What follows belongs to an exercise in optimizing a design on an open flow for small area, a short achievable clock period and few clock cycles; a production flow would make more cautious choices.
At most, simulation tests tie the RTL to the original design; equivalence was not proved.
Power figures rest on the tool's default switching activity, not on a simulated workload.

==> 02-23: inputs <==
==> flow/design.v (excerpt) <==
module rce_codec (
    input  wire        clk,
    input  wire        rst,         
    input  wire        start,
    input  wire [31:0] cmd,
    input  wire [4:0]  ilen,
    input  wire        ib_we,
    input  wire [3:0]  ib_addr,
    input  wire [7:0]  ib_wdata,
    input  wire [6:0]  ob_addr,
    output wire [7:0]  ob_rdata,
    output wire        busy,
    output reg         done,
    output reg  [2:0]  err,
    output reg  [7:0]  olen,
    output reg  [7:0]  errchar,
    output reg  [3:0]  errpos
);
export LEC_CHECK = 0
export CAP_MARGIN = 20
export CORE_MARGIN = 2
export CORE_UTILIZATION = 55
export CTS_BUF_LIST = sky130_fd_sc_hd__clkbuf_4 sky130_fd_sc_hd__clkbuf_8
export PLACE_DENSITY = 0.7
export SETUP_SLACK_MARGIN = 4.5
export SLEW_MARGIN = 20
create_clock -name core_clock -period 12.0 [get_ports {clk}]
run.sh (not shown) runs the stock make flow with config.mk's settings and CLKGATE_MAP_FILE= SYNTH_SCRIPT=/design/flow/synth_recipe.tcl, a recipe that flattens the netlist after the stock synthesis.
==> inputs of 10-17, as changes to 02-23 <==
--- a/flow/design.v
+++ b/flow/design.v
@@ -293,10 +293,11 @@
     reg [8:0]   bse3;        
     reg [1:0]   mode;
     reg [2:0]   pw;          
     reg [4:0]   n;           
     reg [4:0]   zleft;       
+    reg [7:0]   cnt;         
     reg         p1;          
     reg [7:0]   r    [0:NS-1];   
     reg         allz [0:NS-1];   
     reg         pv   [1:NS-1];
     reg [6:0]   pq   [1:NS-1];
@@ -312,16 +313,16 @@
     reg         ev_bad;      
     reg         em_v;        
     reg  [NS-1:0] em_s;      
     reg         fr   [0:NS-1];   
     reg [4:0]   fin_f;       
+    reg [4:0]   nrem;
+    reg [4:0]   bidx;
     reg [13:0]  bb;
     reg [7:0]   pb;          
     reg         pbv;         
-    wire [4:0]  bidx = e_r;      
-    wire [4:0]  nrem = fnew;     
-    wire [3:0]  bc   = fin_f[3:0];   
+    reg [3:0]   bc;
     assign busy = (state != S_IDLE);
     wire [7:0] rd_byte = {ob_addr[4] ? 1'b0 : st7[ob_addr[3:0]], st[ob_addr[4:0]]};
     wire [1:0] rd_f    = ob_addr[6:5];
     wire [7:0] rd_hlo  = hex_sym(rd_byte[3:0]);
     wire [7:0] rd_hhi  = hex_sym(rd_byte[7:4]);
@@ -557,11 +558,11 @@
                 pl[u] <= sl[u-1];
                 pz[u] <= allz[u-1] && (sq[u-1] == 7'd0);
             end
         end
     end
-    wire [7:0] cnt_n = olen + {7'd0, ins};
+    wire [7:0] cnt_n = cnt + {7'd0, ins};
     always @(posedge clk) begin
         if (rst) begin
             state   <= S_IDLE;
             done    <= 1'b0;
             err     <= ERR_OK;
@@ -578,11 +579,13 @@
                     bse3    <= {2'b00, c_b} + {1'b0, c_b, 1'b0};
                     n       <= ilen;
                     go_r    <= 1'b0;
                     em_v    <= 1'b0;
                     fin_rdy <= 1'b0;
+                    cnt     <= 8'd0;
                     bb      <= 14'd0;
+                    bc      <= 4'd0;
                     if (c_ill) begin
                         err     <= ERR_ILLEGAL;
                         errchar <= 8'd0;
                         errpos  <= 4'd0;
                         state   <= S_FIN;
@@ -613,15 +616,15 @@
                 state <= S_IDLE;
             end
             S_PRE: begin
                 pbv     <= 1'b0;
                 zleft   <= c_z;
-                fnew    <= n - c_z;
-                fin_f   <= 5'd0;
+                nrem    <= n - c_z;
+                bidx    <= n - 5'd1;
                 p1      <= 1'b1;
                 go_r    <= 1'b1;
-                e_r     <= (!is_dec && pw != 3'd0) ? n - 5'd1 : e_n;
+                e_r     <= e_n;
                 last_r  <= last_n;
                 ev      <= ev_n;
                 ev_bad  <= evb_n;
                 if (c_z != n && (is_dec || pw == 3'd0))
                     errchar <= f_ib;
@@ -631,11 +634,11 @@
                     state <= S_P2;
                 else
                     state <= S_DIV;
             end
             S_DIV: begin
-                olen    <= cnt_n;
+                cnt     <= cnt_n;
                 em_v    <= |emit;
                 em_s    <= emit;
                 fnew    <= fnew_n;
                 fin_rdy <= frdy_n;
                 fin_f   <= finf_n;
@@ -655,11 +658,11 @@
                 end else if (s_end0) begin
                     state <= S_FLU;
                 end
             end
             S_FLU: begin
-                olen    <= cnt_n;
+                cnt     <= cnt_n;
                 errchar <= 8'd0;
                 if (zleft == 5'd0) begin
                     olen  <= cnt_n;
                     done  <= 1'b1;
                     state <= S_IDLE;
@@ -668,15 +671,15 @@
             end
             S_P2: begin
                 pb   <= f_ib;
                 pbv  <= 1'b1;
                 if (pbv) begin
-                olen <= cnt_n;
-                bb    <= p_bbn;
-                fin_f <= {1'b0, p_bcn};
-                fnew  <= p_nr;
-                if (p_ld) e_r <= e_r - 5'd1;
+                cnt  <= cnt_n;
+                bb   <= p_bbn;
+                bc   <= p_bcn;
+                nrem <= p_nr;
+                if (p_ld) bidx <= bidx - 5'd1;
                 if (!p_more) begin
                     if (zleft == 5'd0) begin
                         olen  <= cnt_n;
                         done  <= 1'b1;
                         state <= S_IDLE;
@@ -684,11 +687,11 @@
                         state <= S_ZER;
                 end
                 end
             end
             S_ZER: begin
-                olen  <= cnt_n;
+                cnt   <= cnt_n;
                 zleft <= zleft - 5'd1;
                 if (zleft == 5'd1) begin
                     olen  <= cnt_n;
                     done  <= 1'b1;
                     state <= S_IDLE;
SETUP_SLACK_MARGIN = 4.3   (was 4.5)
TNS_END_PERCENT = 5   (was not set)
==> inputs of 01-24, as changes to 02-23 <==
--- a/flow/design.v
+++ b/flow/design.v
@@ -293,10 +293,11 @@
     reg [8:0]   bse3;        
     reg [1:0]   mode;
     reg [2:0]   pw;          
     reg [4:0]   n;           
     reg [4:0]   zleft;       
+    reg [7:0]   cnt;         
     reg         p1;          
     reg [7:0]   r    [0:NS-1];   
     reg         allz [0:NS-1];   
     reg         pv   [1:NS-1];
     reg [6:0]   pq   [1:NS-1];
@@ -312,32 +313,33 @@
     reg         ev_bad;      
     reg         em_v;        
     reg  [NS-1:0] em_s;      
     reg         fr   [0:NS-1];   
     reg [4:0]   fin_f;       
+    reg [4:0]   nrem;
+    reg [4:0]   bidx;
     reg [13:0]  bb;
-    reg [7:0]   pb;          
-    reg         pbv;         
-    wire [4:0]  bidx = e_r;      
-    wire [4:0]  nrem = fnew;     
-    wire [3:0]  bc   = fin_f[3:0];   
+    reg [3:0]   bc;
     assign busy = (state != S_IDLE);
     wire [7:0] rd_byte = {ob_addr[4] ? 1'b0 : st7[ob_addr[3:0]], st[ob_addr[4:0]]};
     wire [1:0] rd_f    = ob_addr[6:5];
     wire [7:0] rd_hlo  = hex_sym(rd_byte[3:0]);
     wire [7:0] rd_hhi  = hex_sym(rd_byte[7:4]);
-    wire       sl_byte = (mode == M_BYTE);
-    wire       sl_nlo  = (mode == M_NIB) && !rd_f[0];
-    wire       sl_nhi  = (mode == M_NIB) && rd_f[0];
-    wire [3:0] sl_two  = {4{mode == M_TWO}} & (4'b0001 << rd_f);
-    wire [3:0] sl_one  = {4{mode == M_ONE}} & (4'b0001 << rd_f);
-    wire [1:0] rd_two  = ({2{sl_two[0]}} & rd_byte[1:0]) | ({2{sl_two[1]}} & rd_byte[3:2]) |
-                         ({2{sl_two[2]}} & rd_byte[5:4]) | ({2{sl_two[3]}} & rd_byte[7:6]) |
-                         {1'b0, |(sl_one & rd_byte[3:0])};
-    wire       sl_fld  = (mode == M_TWO) || (mode == M_ONE);
-    assign ob_rdata = ({8{sl_byte}} & rd_byte) | ({8{sl_nlo}} & rd_hlo) | ({8{sl_nhi}} & rd_hhi) |
-                      {2'b00, sl_fld, sl_fld, 2'b00, rd_two};
+    wire [1:0] rd_two  = rd_f[1] ? (rd_f[0] ? rd_byte[7:6] : rd_byte[5:4])
+                                 : (rd_f[0] ? rd_byte[3:2] : rd_byte[1:0]);
+    wire       rd_one  = rd_f[1] ? (rd_f[0] ? rd_byte[3] : rd_byte[2])
+                                 : (rd_f[0] ? rd_byte[1] : rd_byte[0]);
+    reg  [7:0] rd_out;
+    always @(*) begin
+        case (mode)
+            M_BYTE:  rd_out = rd_byte;
+            M_NIB:   rd_out = rd_f[0] ? rd_hhi : rd_hlo;
+            M_TWO:   rd_out = {6'b001100, rd_two};
+            default: rd_out = {7'b0011000, rd_one};
+        endcase
+    end
+    assign ob_rdata = rd_out;
     wire [3:0]  c_opc  = cmd[31:28];
     wire [15:0] c_base = cmd[15:0];
     wire        c_ill  = (cmd[27:16] != 12'd0) || (c_opc > 4'd2) ||
                          (c_opc == 4'd0 && c_base != 16'd0);
     wire        c_nop  = (c_opc == 4'd0);
@@ -428,22 +430,21 @@
     wire        p1_n    = (state == S_PRE) || ((s0_go && s0_last) ? 1'b0 : p1);
     wire [4:0]  fnew_n  = (l_run && !pl[NS-1] && allz[NS-1]) ?
                           (lq_z ? pe[NS-1] + 5'd1 : pe[NS-1]) : fnew;
     wire        frdy_n  = go_n ? 1'b0 : (l_end ? 1'b1 : fin_rdy);
     wire [4:0]  finf_n  = l_end ? l_ff : fin_f;
-    wire [3:0]  f_byte = (state == S_P2) ? ((pbv && p_ld) ? bidx[3:0] - 4'd1 : bidx[3:0]) :
-                         is_dec ? e_n[3:0] : e_n[4:1];
+    wire [3:0]  f_byte = (state == S_P2) ? bidx[3:0] : is_dec ? e_n[3:0] : e_n[4:1];
     wire [7:0]  f_ib   = ibuf[f_byte];
     wire [7:0]  f_ac   = acc[f_byte];
     wire [7:0]  f_raw  = p1_n ? f_ib : f_ac;
     wire [3:0]  f_nib  = e_n[0] ? f_raw[3:0] : f_raw[7:4];
     wire [7:0]  f_dg   = dig_for(f_ib);
     wire [6:0]  f_dig  = p1_n ? f_dg[6:0] : f_ac[6:0];
     wire [6:0]  ev_n   = is_dec ? f_dig : {3'd0, f_nib};
     wire        evb_n  = is_dec && p1_n && f_dg[7];
     wire        p_ld  = (bc < {1'b0, pw}) && (nrem != 5'd0);
-    wire [7:0]  p_byt = pb;
+    wire [7:0]  p_byt = f_ib;
     wire [13:0] p_bbx = p_ld ? (bb | ({6'd0, p_byt} << bc)) : bb;
     wire [3:0]  p_bcx = p_ld ? bc + 4'd8 : bc;
     wire [4:0]  p_nr  = p_ld ? nrem - 5'd1 : nrem;
     reg  [6:0]  p_dig;
     always @(*) begin
@@ -469,11 +470,11 @@
             S_DIV, S_FLU: begin
                 ins   = em_v;
                 ins_d = em_d;
             end
             S_P2: begin
-                ins   = pbv;
+                ins   = 1'b1;
                 ins_d = {1'b0, p_dig};
             end
             S_ZER: begin
                 ins   = 1'b1;
                 ins_d = 8'd0;
@@ -557,11 +558,11 @@
                 pl[u] <= sl[u-1];
                 pz[u] <= allz[u-1] && (sq[u-1] == 7'd0);
             end
         end
     end
-    wire [7:0] cnt_n = olen + {7'd0, ins};
+    wire [7:0] cnt_n = cnt + {7'd0, ins};
     always @(posedge clk) begin
         if (rst) begin
             state   <= S_IDLE;
             done    <= 1'b0;
             err     <= ERR_OK;
@@ -578,11 +579,13 @@
                     bse3    <= {2'b00, c_b} + {1'b0, c_b, 1'b0};
                     n       <= ilen;
                     go_r    <= 1'b0;
                     em_v    <= 1'b0;
                     fin_rdy <= 1'b0;
+                    cnt     <= 8'd0;
                     bb      <= 14'd0;
+                    bc      <= 4'd0;
                     if (c_ill) begin
                         err     <= ERR_ILLEGAL;
                         errchar <= 8'd0;
                         errpos  <= 4'd0;
                         state   <= S_FIN;
@@ -611,17 +614,16 @@
             S_FIN: begin
                 done  <= 1'b1;
                 state <= S_IDLE;
             end
             S_PRE: begin
-                pbv     <= 1'b0;
                 zleft   <= c_z;
-                fnew    <= n - c_z;
-                fin_f   <= 5'd0;
+                nrem    <= n - c_z;
+                bidx    <= n - 5'd1;
                 p1      <= 1'b1;
                 go_r    <= 1'b1;
-                e_r     <= (!is_dec && pw != 3'd0) ? n - 5'd1 : e_n;
+                e_r     <= e_n;
                 last_r  <= last_n;
                 ev      <= ev_n;
                 ev_bad  <= evb_n;
                 if (c_z != n && (is_dec || pw == 3'd0))
                     errchar <= f_ib;
@@ -631,11 +633,11 @@
                     state <= S_P2;
                 else
                     state <= S_DIV;
             end
             S_DIV: begin
-                olen    <= cnt_n;
+                cnt     <= cnt_n;
                 em_v    <= |emit;
                 em_s    <= emit;
                 fnew    <= fnew_n;
                 fin_rdy <= frdy_n;
                 fin_f   <= finf_n;
@@ -655,40 +657,36 @@
                 end else if (s_end0) begin
                     state <= S_FLU;
                 end
             end
             S_FLU: begin
-                olen    <= cnt_n;
+                cnt     <= cnt_n;
                 errchar <= 8'd0;
                 if (zleft == 5'd0) begin
                     olen  <= cnt_n;
                     done  <= 1'b1;
                     state <= S_IDLE;
                 end else
                     state <= S_ZER;
             end
             S_P2: begin
-                pb   <= f_ib;
-                pbv  <= 1'b1;
-                if (pbv) begin
-                olen <= cnt_n;
-                bb    <= p_bbn;
-                fin_f <= {1'b0, p_bcn};
-                fnew  <= p_nr;
-                if (p_ld) e_r <= e_r - 5'd1;
+                cnt  <= cnt_n;
+                bb   <= p_bbn;
+                bc   <= p_bcn;
+                nrem <= p_nr;
+                if (p_ld) bidx <= bidx - 5'd1;
                 if (!p_more) begin
                     if (zleft == 5'd0) begin
                         olen  <= cnt_n;
                         done  <= 1'b1;
                         state <= S_IDLE;
                     end else
                         state <= S_ZER;
                 end
-                end
             end
             S_ZER: begin
-                olen  <= cnt_n;
+                cnt   <= cnt_n;
                 zleft <= zleft - 5'd1;
                 if (zleft == 5'd1) begin
                     olen  <= cnt_n;
                     done  <= 1'b1;
                     state <= S_IDLE;
SETUP_SLACK_MARGIN = 4.3   (was 4.5)
==> results.txt <==
- The highest setup slack belongs to 01-24, the lowest to 10-17.
- The lowest wire length belongs to 10-17, the highest to 01-24.
- Design area: 10-17 is lower than 02-23 (0.38%).
- First-iteration DRC count, lowest first: 02-23, 10-17, 01-24.
Testbench counts of 02-23, summed over its fixed seeds: cycles 17,230.
Testbench counts of 10-17, summed over its fixed seeds: cycles 17,230.
Testbench counts of 01-24, summed over its fixed seeds: cycles 17,176.


==> run a: inputs <==
rce_codec, a different RTL version from the one above (not shown whole).
Settings: LEC_CHECK=0, CAP_MARGIN=20, CORE_MARGIN=2, CORE_UTILIZATION=40, PLACE_DENSITY=0.6, SETUP_SLACK_MARGIN=4.5, SLEW_MARGIN=20; clock period 12.0 ns.
==> inputs of run b, as changes to run a <==
--- a/flow/design.v
+++ b/flow/design.v
@@ -23,12 +23,13 @@
     localparam [2:0] S_IDLE = 3'd0;
     localparam [2:0] S_FIN  = 3'd1;    
     localparam [2:0] S_DIV  = 3'd2;    
     localparam [2:0] S_P2   = 3'd3;    
     localparam [2:0] S_ZER  = 3'd4;    
     localparam [2:0] S_FLU  = 3'd5;    
+    localparam [2:0] S_PRE  = 3'd6;    
     localparam [1:0] M_BYTE = 2'd0;
     localparam [1:0] M_NIB  = 2'd1;
     localparam [1:0] M_TWO  = 2'd2;
     localparam [1:0] M_ONE  = 2'd3;
     function [7:0] sym_for;
         input [6:0] d;
@@ -262,12 +263,13 @@
     reg         is_dec;
     reg [6:0]   bse;
     reg [8:0]   bse3;        
     reg [1:0]   mode;
     reg [2:0]   pw;          
     reg [5:0]   ln;          
+    reg [4:0]   n;           
     reg [4:0]   zleft;       
     reg [7:0]   cnt;         
     reg         p1;          
     reg [6:0]   r    [0:NS-1];   
     reg         allz [0:NS-1];   
     reg         pv   [1:NS-1];
@@ -292,38 +294,46 @@
     reg [4:0]   bidx;
     reg [13:0]  bb;
     reg [3:0]   bc;
     assign busy = (state != S_IDLE);
     wire [7:0] rd_byte = st[ob_addr[4:0]];
     wire [1:0] rd_f    = ob_addr[6:5];
-    reg  [3:0] rd_fld;
+    wire [7:0] rd_hlo  = hex_sym(rd_byte[3:0]);
+    wire [7:0] rd_hhi  = hex_sym(rd_byte[7:4]);
+    wire [1:0] rd_two  = rd_f[1] ? (rd_f[0] ? rd_byte[7:6] : rd_byte[5:4])
+                                 : (rd_f[0] ? rd_byte[3:2] : rd_byte[1:0]);
+    wire       rd_one  = rd_f[1] ? (rd_f[0] ? rd_byte[3] : rd_byte[2])
+                                 : (rd_f[0] ? rd_byte[1] : rd_byte[0]);
+    reg  [7:0] rd_out;
     always @(*) begin
         case (mode)
-            M_NIB:   rd_fld = rd_f[0] ? rd_byte[7:4] : rd_byte[3:0];
-            M_TWO:   rd_fld = {2'b00, rd_byte[{rd_f, 1'b1}], rd_byte[{rd_f, 1'b0}]};
-            default: rd_fld = {3'b000, rd_byte[{1'b0, rd_f}]};
+            M_BYTE:  rd_out = rd_byte;
+            M_NIB:   rd_out = rd_f[0] ? rd_hhi : rd_hlo;
+            M_TWO:   rd_out = {6'b001100, rd_two};
+            default: rd_out = {7'b0011000, rd_one};
         endcase
     end
-    assign ob_rdata = (mode == M_BYTE) ? rd_byte : hex_sym(rd_fld);
+    assign ob_rdata = rd_out;
     wire [3:0]  c_opc  = cmd[31:28];
     wire [15:0] c_base = cmd[15:0];
     wire        c_ill  = (cmd[27:16] != 12'd0) || (c_opc > 4'd2) ||
                          (c_opc == 4'd0 && c_base != 16'd0);
     wire        c_nop  = (c_opc == 4'd0);
     wire        c_badb = (c_base < 16'd2) || (c_base > 16'd94);
     wire        c_dec  = (c_opc == 4'd2);
     wire [6:0]  c_b    = c_base[6:0];
-    wire [7:0]  zch = c_dec ? 8'h30 : 8'h00;
+    wire [7:0]  zch = is_dec ? 8'h30 : 8'h00;
     reg  [4:0]  lz;
     integer k;
     always @(*) begin
         lz = 5'd16;
         for (k = 15; k >= 0; k = k - 1)
             if (ibuf[k] != zch) lz = k;
     end
-    wire [4:0]  c_z = (lz < ilen) ? lz : ilen;
+    wire [4:0]  c_z = (lz < n) ? lz : n;
+    wire [4:0]  z_e = is_dec ? c_z : {c_z[3:0], 1'b0};      
     reg  [2:0]  c_pw;
     always @(*) begin
         case (c_b)
             7'd2:  c_pw = 3'd1;
             7'd4:  c_pw = 3'd2;
             7'd8:  c_pw = 3'd3;
@@ -340,13 +350,13 @@
     wire        in_div = (state == S_DIV);
     wire        l_run  = in_div && pv[NS-1];             
     wire        l_end  = l_run && pl[NS-1];              
     wire        s0_go   = in_div && go_r;
     wire [4:0]  s0_e    = e_r;
     wire        s0_last = last_r;
-    wire        bad_c   = s0_go && ev_bad;
+    wire        bad_c   = s0_go && (ev_bad || (is_dec && p1 && (ev >= bse)));
     wire [7:0]  e_ib    = ibuf[e_r[3:0]];
     reg         sv   [0:NS-1];    
     reg  [6:0]  sin  [0:NS-1];    
     reg  [4:0]  se   [0:NS-1];
     reg         sl   [0:NS-1];
     reg         sdz  [0:NS-1];    
@@ -377,32 +387,40 @@
             sq[g]  = is_dec ? t_de[10:4] : {3'd0, t_en[10:7]};
             srn[g] = is_dec ? {3'd0, t_de[3:0]} : t_en[6:0];
         end
     end
     wire        lq_z   = (sq[NS-1] == 7'd0);
     wire        l_zero = allz[NS-1] && lq_z;        
+    reg         s_end0;
+    integer     y;
+    always @(*) begin
+        s_end0 = 1'b0;
+        for (y = 0; y < NS; y = y + 1)
+            if (sv[y] && sl[y] && allz[y] && (sq[y] == 7'd0) && (!is_dec || (y % 2 == 1))) s_end0 = 1'b1;
+    end
     wire [4:0]  l_ff   = allz[NS-1] ? pe[NS-1] : fnew;
     wire        seq_n   = s0_go && !s0_last;
     wire        rs_n    = !seq_n && (!allz[NS-1] || fin_rdy);
     wire        go_n    = seq_n || rs_n;
-    wire [4:0]  e_n     = seq_n ? s0_e + 5'd1 : (!allz[NS-1] ? fnew : fin_f);
+    wire [4:0]  e_n     = (state == S_PRE) ? z_e :
+                          seq_n ? s0_e + 5'd1 : (!allz[NS-1] ? fnew : fin_f);
     wire        last_n  = ({1'b0, e_n} == ln - 6'd1);
-    wire        p1_n    = (s0_go && s0_last) ? 1'b0 : p1;
+    wire        p1_n    = (state == S_PRE) || ((s0_go && s0_last) ? 1'b0 : p1);
     wire [4:0]  fnew_n  = (l_run && !pl[NS-1] && allz[NS-1]) ?
                           (lq_z ? pe[NS-1] + 5'd1 : pe[NS-1]) : fnew;
     wire        frdy_n  = go_n ? 1'b0 : (l_end ? 1'b1 : fin_rdy);
     wire [4:0]  finf_n  = l_end ? l_ff : fin_f;
     wire [3:0]  f_byte = is_dec ? e_n[3:0] : e_n[4:1];
     wire [7:0]  f_ib   = ibuf[f_byte];
     wire [7:0]  f_ac   = acc[f_byte];
     wire [7:0]  f_raw  = p1_n ? f_ib : f_ac;
     wire [3:0]  f_nib  = e_n[0] ? f_raw[3:0] : f_raw[7:4];
     wire [7:0]  f_dg   = dig_for(f_ib);
     wire [6:0]  f_dig  = p1_n ? f_dg[6:0] : f_ac[6:0];
     wire [6:0]  ev_n   = is_dec ? f_dig : {3'd0, f_nib};
-    wire        evb_n  = is_dec && p1_n && (f_dg[7] || (f_dg[6:0] >= bse));
+    wire        evb_n  = is_dec && p1_n && f_dg[7];
     wire        p_ld  = (bc < {1'b0, pw}) && (nrem != 5'd0);
     wire [7:0]  p_byt = ibuf[bidx[3:0]];
     wire [13:0] p_bbx = p_ld ? (bb | ({6'd0, p_byt} << bc)) : bb;
     wire [3:0]  p_bcx = p_ld ? bc + 4'd8 : bc;
     wire [4:0]  p_nr  = p_ld ? nrem - 5'd1 : nrem;
     reg  [6:0]  p_dig;
@@ -533,23 +551,19 @@
                 if (start) begin
                     done    <= 1'b0;
                     is_dec  <= c_dec;
                     bse     <= c_b;
                     bse3    <= {2'b00, c_b} + {1'b0, c_b, 1'b0};
                     ln      <= c_dec ? {1'b0, ilen} : {ilen, 1'b0};
-                    fin_f   <= c_dec ? c_z : {c_z[3:0], 1'b0};
+                    n       <= ilen;
                     go_r    <= 1'b0;
                     em_v    <= 1'b0;
-                    p1      <= 1'b1;
-                    fin_rdy <= 1'b1;
-                    zleft   <= c_z;
+                    fin_rdy <= 1'b0;
                     cnt     <= 8'd0;
                     bb      <= 14'd0;
                     bc      <= 4'd0;
-                    nrem    <= ilen - c_z;
-                    bidx    <= ilen - 5'd1;
                     if (c_ill) begin
                         err     <= ERR_ILLEGAL;
                         errchar <= 8'd0;
                         errpos  <= 4'd0;
                         state   <= S_FIN;
                     end else if (c_nop) begin
@@ -563,29 +577,41 @@
                         errpos  <= 4'd0;
                         olen    <= 8'd0;
                         state   <= S_FIN;
                     end else begin
                         mode    <= c_mode;
                         pw      <= c_pw;
-                        if (c_z == ilen)
-                            state <= (c_z == 5'd0) ? S_FIN : S_ZER;
-                        else if (!c_dec && c_pw != 3'd0)
-                            state <= S_P2;
-                        else
-                            state <= S_DIV;
+                        state   <= S_PRE;
                         err     <= ERR_OK;
                         errchar <= 8'd0;
                         errpos  <= 4'd0;
                         olen    <= 8'd0;
                     end
                 end
             end
             S_FIN: begin
                 done  <= 1'b1;
                 state <= S_IDLE;
             end
+            S_PRE: begin
+                zleft   <= c_z;
+                nrem    <= n - c_z;
+                bidx    <= n - 5'd1;
+                p1      <= 1'b1;
+                go_r    <= 1'b1;
+                e_r     <= e_n;
+                last_r  <= last_n;
+                ev      <= ev_n;
+                ev_bad  <= evb_n;
+                if (c_z == n)
+                    state <= (c_z == 5'd0) ? S_FIN : S_ZER;
+                else if (!is_dec && pw != 3'd0)
+                    state <= S_P2;
+                else
+                    state <= S_DIV;
+            end
             S_DIV: begin
                 cnt     <= cnt_n;
                 em_v    <= |emit;
                 em_s    <= emit;
                 fnew    <= fnew_n;
                 fin_rdy <= frdy_n;
@@ -600,13 +626,13 @@
                     err     <= ERR_CHAR;
                     errchar <= e_ib;
                     errpos  <= s0_e[3:0];
                     olen    <= 8'd0;
                     done    <= 1'b1;
                     state   <= S_IDLE;
-                end else if (l_end && l_zero) begin
+                end else if (s_end0) begin
                     state <= S_FLU;
                 end
             end
             S_FLU: begin
                 cnt <= cnt_n;
                 if (zleft == 5'd0) begin
--- a/flow/config.mk
+++ b/flow/config.mk
@@ -6,8 +6,8 @@
 export NUM_CORES = 4
 export LEC_CHECK = 0
 export CAP_MARGIN = 20
 export CORE_MARGIN = 2
 export CORE_UTILIZATION = 40
 export PLACE_DENSITY = 0.6
-export SETUP_SLACK_MARGIN = 4.5
+export SETUP_SLACK_MARGIN = 5
 export SLEW_MARGIN = 20
==> inputs of run c, as changes to run a <==
--- a/flow/design.v
+++ b/flow/design.v
@@ -265,12 +265,14 @@
     reg [1:0]   mode;
     reg [2:0]   pw;          
     reg [5:0]   ln;          
     reg [4:0]   zleft;       
     reg [7:0]   cnt;         
     reg         p1;          
+    reg         s0_act;      
+    reg [4:0]   idx;         
     reg [6:0]   r    [0:NS-1];   
     reg         allz [0:NS-1];   
     reg         pv   [1:NS-1];
     reg [6:0]   pq   [1:NS-1];
     reg [4:0]   pe   [1:NS-1];
     reg         pl   [1:NS-1];   
@@ -278,18 +280,14 @@
     reg [3:0]   plo  [1:NS-1];   
     reg         pdz  [1:NS-1];   
     reg [4:0]   fnew;        
     reg         fin_rdy;     
     reg         go_r;        
     reg  [4:0]  e_r;         
-    reg         last_r;      
-    reg  [6:0]  ev;          
-    reg         ev_bad;      
-    reg         em_v;        
-    reg  [NS-1:0] em_s;      
-    reg         fr   [0:NS-1];   
+    reg         pend_v;      
+    reg  [7:0]  pend_d;
     reg [4:0]   fin_f;       
     reg [4:0]   nrem;
     reg [4:0]   bidx;
     reg [13:0]  bb;
     reg [3:0]   bc;
     assign busy = (state != S_IDLE);
@@ -337,17 +335,23 @@
                          (c_b == 7'd2) ? M_ONE :
                          (c_b <= 7'd4) ? M_TWO :
                          (c_b <= 7'd16) ? M_NIB : M_BYTE;
     wire        in_div = (state == S_DIV);
     wire        l_run  = in_div && pv[NS-1];             
     wire        l_end  = l_run && pl[NS-1];              
-    wire        s0_go   = in_div && go_r;
-    wire [4:0]  s0_e    = e_r;
-    wire        s0_last = last_r;
-    wire        bad_c   = s0_go && ev_bad;
-    wire [7:0]  e_ib    = ibuf[e_r[3:0]];
+    wire        s0_go = in_div && go_r;
+    wire [4:0]  s0_e  = e_r;
+    reg  [3:0]  s0_byte;     
+    wire [7:0]  e_ib  = ibuf[s0_byte];
+    wire [7:0]  e_ac  = acc[s0_byte];
+    wire [7:0]  e_raw = p1 ? e_ib : e_ac;
+    wire [3:0]  e_nib = (!is_dec && s0_e[0]) ? e_raw[3:0] : e_raw[7:4];
+    wire [7:0]  dg_c  = dig_for(e_ib);
+    wire [6:0]  e_dig = p1 ? dg_c[6:0] : e_ac[6:0];
+    wire        bad_c = is_dec && p1 && s0_go && (dg_c[7] || (dg_c[6:0] >= bse));
+    wire        s0_last = (s0_e == ln - 6'd1);
     reg         sv   [0:NS-1];    
     reg  [6:0]  sin  [0:NS-1];    
     reg  [4:0]  se   [0:NS-1];
     reg         sl   [0:NS-1];
     reg         sdz  [0:NS-1];    
     reg  [3:0]  slo  [0:NS-1];
@@ -356,53 +360,43 @@
     reg  [10:0] t_en, t_de;
     integer g;
     always @(*) begin
         for (g = 0; g < NS; g = g + 1) begin
             if (g == 0) begin
                 sv[g]  = s0_go;
-                sin[g] = ev;
+                sin[g] = is_dec ? e_dig : {3'd0, e_nib};
                 se[g]  = s0_e;
                 sl[g]  = s0_last;
                 sdz[g] = 1'b0;
                 slo[g] = 4'd0;
             end else begin
                 sv[g]  = in_div && pv[g];
                 sin[g] = pq[g];
                 se[g]  = pe[g];
                 sl[g]  = pl[g];
                 sdz[g] = pz[g];
                 slo[g] = plo[g];
             end
-            t_en = enc_step(fr[g] ? 7'd0 : r[g], sin[g][3:0], bse, bse3);
-            t_de = dec_step(fr[g] ? 4'd0 : r[g][3:0], sin[g], bse, bse3);
+            t_en = enc_step(r[g], sin[g][3:0], bse, bse3);
+            t_de = dec_step(r[g][3:0], sin[g], bse, bse3);
             sq[g]  = is_dec ? t_de[10:4] : {3'd0, t_en[10:7]};
             srn[g] = is_dec ? {3'd0, t_de[3:0]} : t_en[6:0];
         end
     end
     wire        lq_z   = (sq[NS-1] == 7'd0);
     wire        l_zero = allz[NS-1] && lq_z;        
     wire [4:0]  l_ff   = allz[NS-1] ? pe[NS-1] : fnew;
-    wire        seq_n   = s0_go && !s0_last;
-    wire        rs_n    = !seq_n && (!allz[NS-1] || fin_rdy);
-    wire        go_n    = seq_n || rs_n;
-    wire [4:0]  e_n     = seq_n ? s0_e + 5'd1 : (!allz[NS-1] ? fnew : fin_f);
-    wire        last_n  = ({1'b0, e_n} == ln - 6'd1);
-    wire        p1_n    = (s0_go && s0_last) ? 1'b0 : p1;
+    wire        act_n   = s0_go ? !s0_last : s0_act;
+    wire [4:0]  idx_n   = (s0_go && !s0_last) ? s0_e + 5'd1 : idx;
+    wire        allzl_n = l_run ? (pl[NS-1] ? 1'b1 : (allz[NS-1] && lq_z)) : allz[NS-1];
     wire [4:0]  fnew_n  = (l_run && !pl[NS-1] && allz[NS-1]) ?
                           (lq_z ? pe[NS-1] + 5'd1 : pe[NS-1]) : fnew;
-    wire        frdy_n  = go_n ? 1'b0 : (l_end ? 1'b1 : fin_rdy);
+    wire        frdy_n  = s0_go ? 1'b0 : (l_end ? 1'b1 : fin_rdy);
     wire [4:0]  finf_n  = l_end ? l_ff : fin_f;
-    wire [3:0]  f_byte = is_dec ? e_n[3:0] : e_n[4:1];
-    wire [7:0]  f_ib   = ibuf[f_byte];
-    wire [7:0]  f_ac   = acc[f_byte];
-    wire [7:0]  f_raw  = p1_n ? f_ib : f_ac;
-    wire [3:0]  f_nib  = e_n[0] ? f_raw[3:0] : f_raw[7:4];
-    wire [7:0]  f_dg   = dig_for(f_ib);
-    wire [6:0]  f_dig  = p1_n ? f_dg[6:0] : f_ac[6:0];
-    wire [6:0]  ev_n   = is_dec ? f_dig : {3'd0, f_nib};
-    wire        evb_n  = is_dec && p1_n && (f_dg[7] || (f_dg[6:0] >= bse));
+    wire        go_n    = act_n || !allzl_n || frdy_n;
+    wire [4:0]  e_n     = act_n ? idx_n : (!allzl_n ? fnew_n : finf_n);
     wire        p_ld  = (bc < {1'b0, pw}) && (nrem != 5'd0);
     wire [7:0]  p_byt = ibuf[bidx[3:0]];
     wire [13:0] p_bbx = p_ld ? (bb | ({6'd0, p_byt} << bc)) : bb;
     wire [3:0]  p_bcx = p_ld ? bc + 4'd8 : bc;
     wire [4:0]  p_nr  = p_ld ? nrem - 5'd1 : nrem;
     reg  [6:0]  p_dig;
@@ -424,38 +418,47 @@
     integer h;
     always @(*) begin
         ins   = 1'b0;
         ins_d = 8'd0;
         case (state)
             S_DIV, S_FLU: begin
-                ins   = em_v;
-                ins_d = em_d;
+                ins   = pend_v;
+                ins_d = pend_d;
             end
             S_P2: begin
                 ins   = 1'b1;
                 ins_d = {1'b0, p_dig};
             end
             S_ZER: begin
                 ins   = 1'b1;
                 ins_d = 8'd0;
             end
             default: ;
         endcase
     end
-    reg  [NS-1:0] emit;
+    reg         emit;
+    reg  [7:0]  emit_d;
     always @(*) begin
-        for (h = 0; h < NS; h = h + 1)
-            emit[h] = (state == S_DIV) && sv[h] && sl[h] &&
-                      (is_dec ? ((h % 2 == 1) && !pdz[(h == 0) ? 1 : h]) : !sdz[h]);
-    end
-    reg  [7:0]  em_d;
-    always @(*) begin
-        em_d = 8'd0;
-        for (h = 0; h < NS; h = h + 1)
-            if (em_s[h])
-                em_d = em_d | (is_dec ? {r[h][3:0], plo[(h == 0) ? 1 : h]} : {1'b0, r[h]});
+        emit   = 1'b0;
+        emit_d = 8'd0;
+        case (state)
+            S_DIV: begin
+                for (h = 0; h < NS; h = h + 1) begin
+                    if (sv[h] && sl[h]) begin
+                        if (!is_dec && !sdz[h]) begin
+                            emit   = 1'b1;
+                            emit_d = {1'b0, srn[h]};
+                        end else if (is_dec && (h % 2 == 1) && !pdz[(h == 0) ? 1 : h]) begin
+                            emit   = 1'b1;
+                            emit_d = {srn[h][3:0], slo[h]};
+                        end
+                    end
+                end
+            end
+            default: ;
+        endcase
     end
     reg  [7:0]  ins_b;
     always @(*) begin
         case (mode)
             M_BYTE:  ins_b = is_dec ? ins_d : sym_for(ins_d[6:0]);
             M_NIB:   ins_b = {st[31][3:0], ins_d[3:0]};
@@ -489,34 +492,34 @@
     integer u;
     always @(posedge clk) begin
         if (rst || (state == S_IDLE)) begin
             for (u = 0; u < NS; u = u + 1) begin
                 r[u]    <= 7'd0;
                 allz[u] <= 1'b1;
-                fr[u]   <= 1'b1;
             end
             for (u = 1; u < NS; u = u + 1)
                 pv[u] <= 1'b0;
         end else if (in_div) begin
             for (u = 0; u < NS; u = u + 1) begin
                 if (sv[u]) begin
-                    r[u]  <= srn[u];
-                    fr[u] <= sl[u];
-                    if (sl[u])
+                    if (sl[u]) begin
+                        r[u]    <= 7'd0;
                         allz[u] <= 1'b1;
-                    else if (sq[u] != 7'd0)
-                        allz[u] <= 1'b0;
+                    end else begin
+                        r[u] <= srn[u];
+                        if (sq[u] != 7'd0) allz[u] <= 1'b0;
+                    end
                 end
             end
             for (u = 1; u < NS; u = u + 1) begin
                 pv[u] <= sv[u-1];
                 pq[u] <= sq[u-1];
                 pe[u] <= se[u-1];
                 pl[u] <= sl[u-1];
                 pz[u] <= allz[u-1] && (sq[u-1] == 7'd0);
-                if (sv[u-1] && sl[u-1]) plo[u] <= srn[u-1][3:0];
+                plo[u] <= srn[u-1][3:0];
                 pdz[u] <= sdz[u-1];
             end
         end
     end
     wire [7:0] cnt_n = cnt + {7'd0, ins};
     always @(posedge clk) begin
@@ -533,17 +536,20 @@
                 if (start) begin
                     done    <= 1'b0;
                     is_dec  <= c_dec;
                     bse     <= c_b;
                     bse3    <= {2'b00, c_b} + {1'b0, c_b, 1'b0};
                     ln      <= c_dec ? {1'b0, ilen} : {ilen, 1'b0};
-                    fin_f   <= c_dec ? c_z : {c_z[3:0], 1'b0};
-                    go_r    <= 1'b0;
-                    em_v    <= 1'b0;
+                    idx     <= c_dec ? c_z : {c_z[3:0], 1'b0};
+                    e_r     <= c_dec ? c_z : {c_z[3:0], 1'b0};
+                    s0_byte <= c_z[3:0];
+                    go_r    <= 1'b1;
+                    pend_v  <= 1'b0;
+                    s0_act  <= 1'b1;
                     p1      <= 1'b1;
-                    fin_rdy <= 1'b1;
+                    fin_rdy <= 1'b0;
                     zleft   <= c_z;
                     cnt     <= 8'd0;
                     bb      <= 14'd0;
                     bc      <= 4'd0;
                     nrem    <= ilen - c_z;
                     bidx    <= ilen - 5'd1;
@@ -582,23 +588,23 @@
             S_FIN: begin
                 done  <= 1'b1;
                 state <= S_IDLE;
             end
             S_DIV: begin
                 cnt     <= cnt_n;
-                em_v    <= |emit;
-                em_s    <= emit;
+                pend_v  <= emit;
+                pend_d  <= emit_d;
+                s0_act  <= act_n;
+                idx     <= idx_n;
                 fnew    <= fnew_n;
                 fin_rdy <= frdy_n;
                 fin_f   <= finf_n;
                 go_r    <= go_n;
                 e_r     <= e_n;
-                last_r  <= last_n;
-                ev      <= ev_n;
-                ev_bad  <= evb_n;
-                p1      <= p1_n;
+                s0_byte <= is_dec ? e_n[3:0] : e_n[4:1];
+                if (s0_go && s0_last) p1 <= 1'b0;
                 if (bad_c) begin
                     err     <= ERR_CHAR;
                     errchar <= e_ib;
                     errpos  <= s0_e[3:0];
                     olen    <= 8'd0;
                     done    <= 1'b1;
--- a/flow/config.mk
+++ b/flow/config.mk
@@ -6,8 +6,8 @@
 export NUM_CORES = 4
 export LEC_CHECK = 0
 export CAP_MARGIN = 20
 export CORE_MARGIN = 2
 export CORE_UTILIZATION = 40
 export PLACE_DENSITY = 0.6
-export SETUP_SLACK_MARGIN = 4.5
+export SETUP_SLACK_MARGIN = 2
 export SLEW_MARGIN = 20
==> results.txt <==
Run c completed with no timing, DRC or antenna violations. Run b completed with no timing, DRC or antenna violations. Run a went through all stages and came out clean.
Of run b and run c, run c has the higher clock skew (gap 0.0045 ns).
In run a the global-route usage is higher than in run c, by 1.7 points.
Of run a and run b, run b has the higher design area (gap 1.3%, measured against run b).
Sequential power is about the same in run c and run a.
First-iteration DRC count, lowest first: run b, run a, run c.
The highest setup slack belongs to run b, the lowest to run c.
Wire length, lowest first: run c, run a, run b.
==> figures <==
item	run c	run a	run b
Result of the run	no timing/DRC/antenna violations	no timing/DRC/antenna violations	no timing/DRC/antenna violations
Number of warnings reported in the yosys synthesis log	19	20	20
Pin count of the biggest net entering global routing	87	176	183
Critical path peak fanout	16	7	8
Metal2 WL	66600 um	74800 um	74100 um
Netlist Area Pre-Place	48000 um^2	50000 um^2	49800 um^2
Area share of the largest cell type after synthesis	41.7%	40.0%	40.4%
Net switching power	0.00158 W	0.00165 W	0.00149 W
Filler cell count in the final layout	11.3k	11.5k	11.5k
Global placer's final weighted congestion	0.943	0.979	0.961
Worst reg-to-reg setup slack	2.69 ns	4.82 ns	5.13 ns
Height of the die	350 um	357 um	357 um
Post-Syn Instances	4574	4983	4794
Multi-input gate area in the final layout	25100 um^2	27500 um^2	27600 um^2
Number of nets in the layout	5023	5458	5347
Testbench counts of run b, summed over its fixed seeds: cycles 17,113.
Testbench counts of run c, summed over its fixed seeds: cycles 16,898.
No functional check of the RTL was part of run a.

-- static timing again, ports no longer ideal --
The flow's constraints put no driver on any port. The routed layouts listed below were extracted and timed again, unchanged, in two steps.
Step 1, drivers: a clkbuf_16 drives clk and a buf_2 each remaining input, both assumed.
Step 2 also shifts input and output timing later by t, the mid clock arrival at the registers, as if the neighbouring blocks saw the same clock.
Three values: ideal ports, drivers, drivers and shift; two values: the first two.
run | shift t [ns] | setup slack, ns | worst setup path at the end | clock arrival spread, ns
02-23 | 0.789 | 4.287 / 4.198 / 4.198 | input to output | 0.062 / 0.062
10-17 | 0.796 | 4.243 / 4.212 / 4.212 | input to output | 0.049 / 0.049
01-24 | 0.831 | 4.299 / 4.171 / 4.171 | input to output | 0.046 / 0.047
run a | 0.752 | 3.916 / 3.745 / 3.745 | input to output | 0.049 / 0.050
run b | 0.758 | 4.296 / 4.241 / 4.241 | input to output | 0.043 / 0.043
run c | 0.750 | 2.282 / 2.257 / 2.257 | input to output | 0.048 / 0.048
After both steps setup and hold are still met in every run listed. The setup slack of run a, which loses most, moves by -0.171 ns with the drivers and by -0.171 ns with both steps.
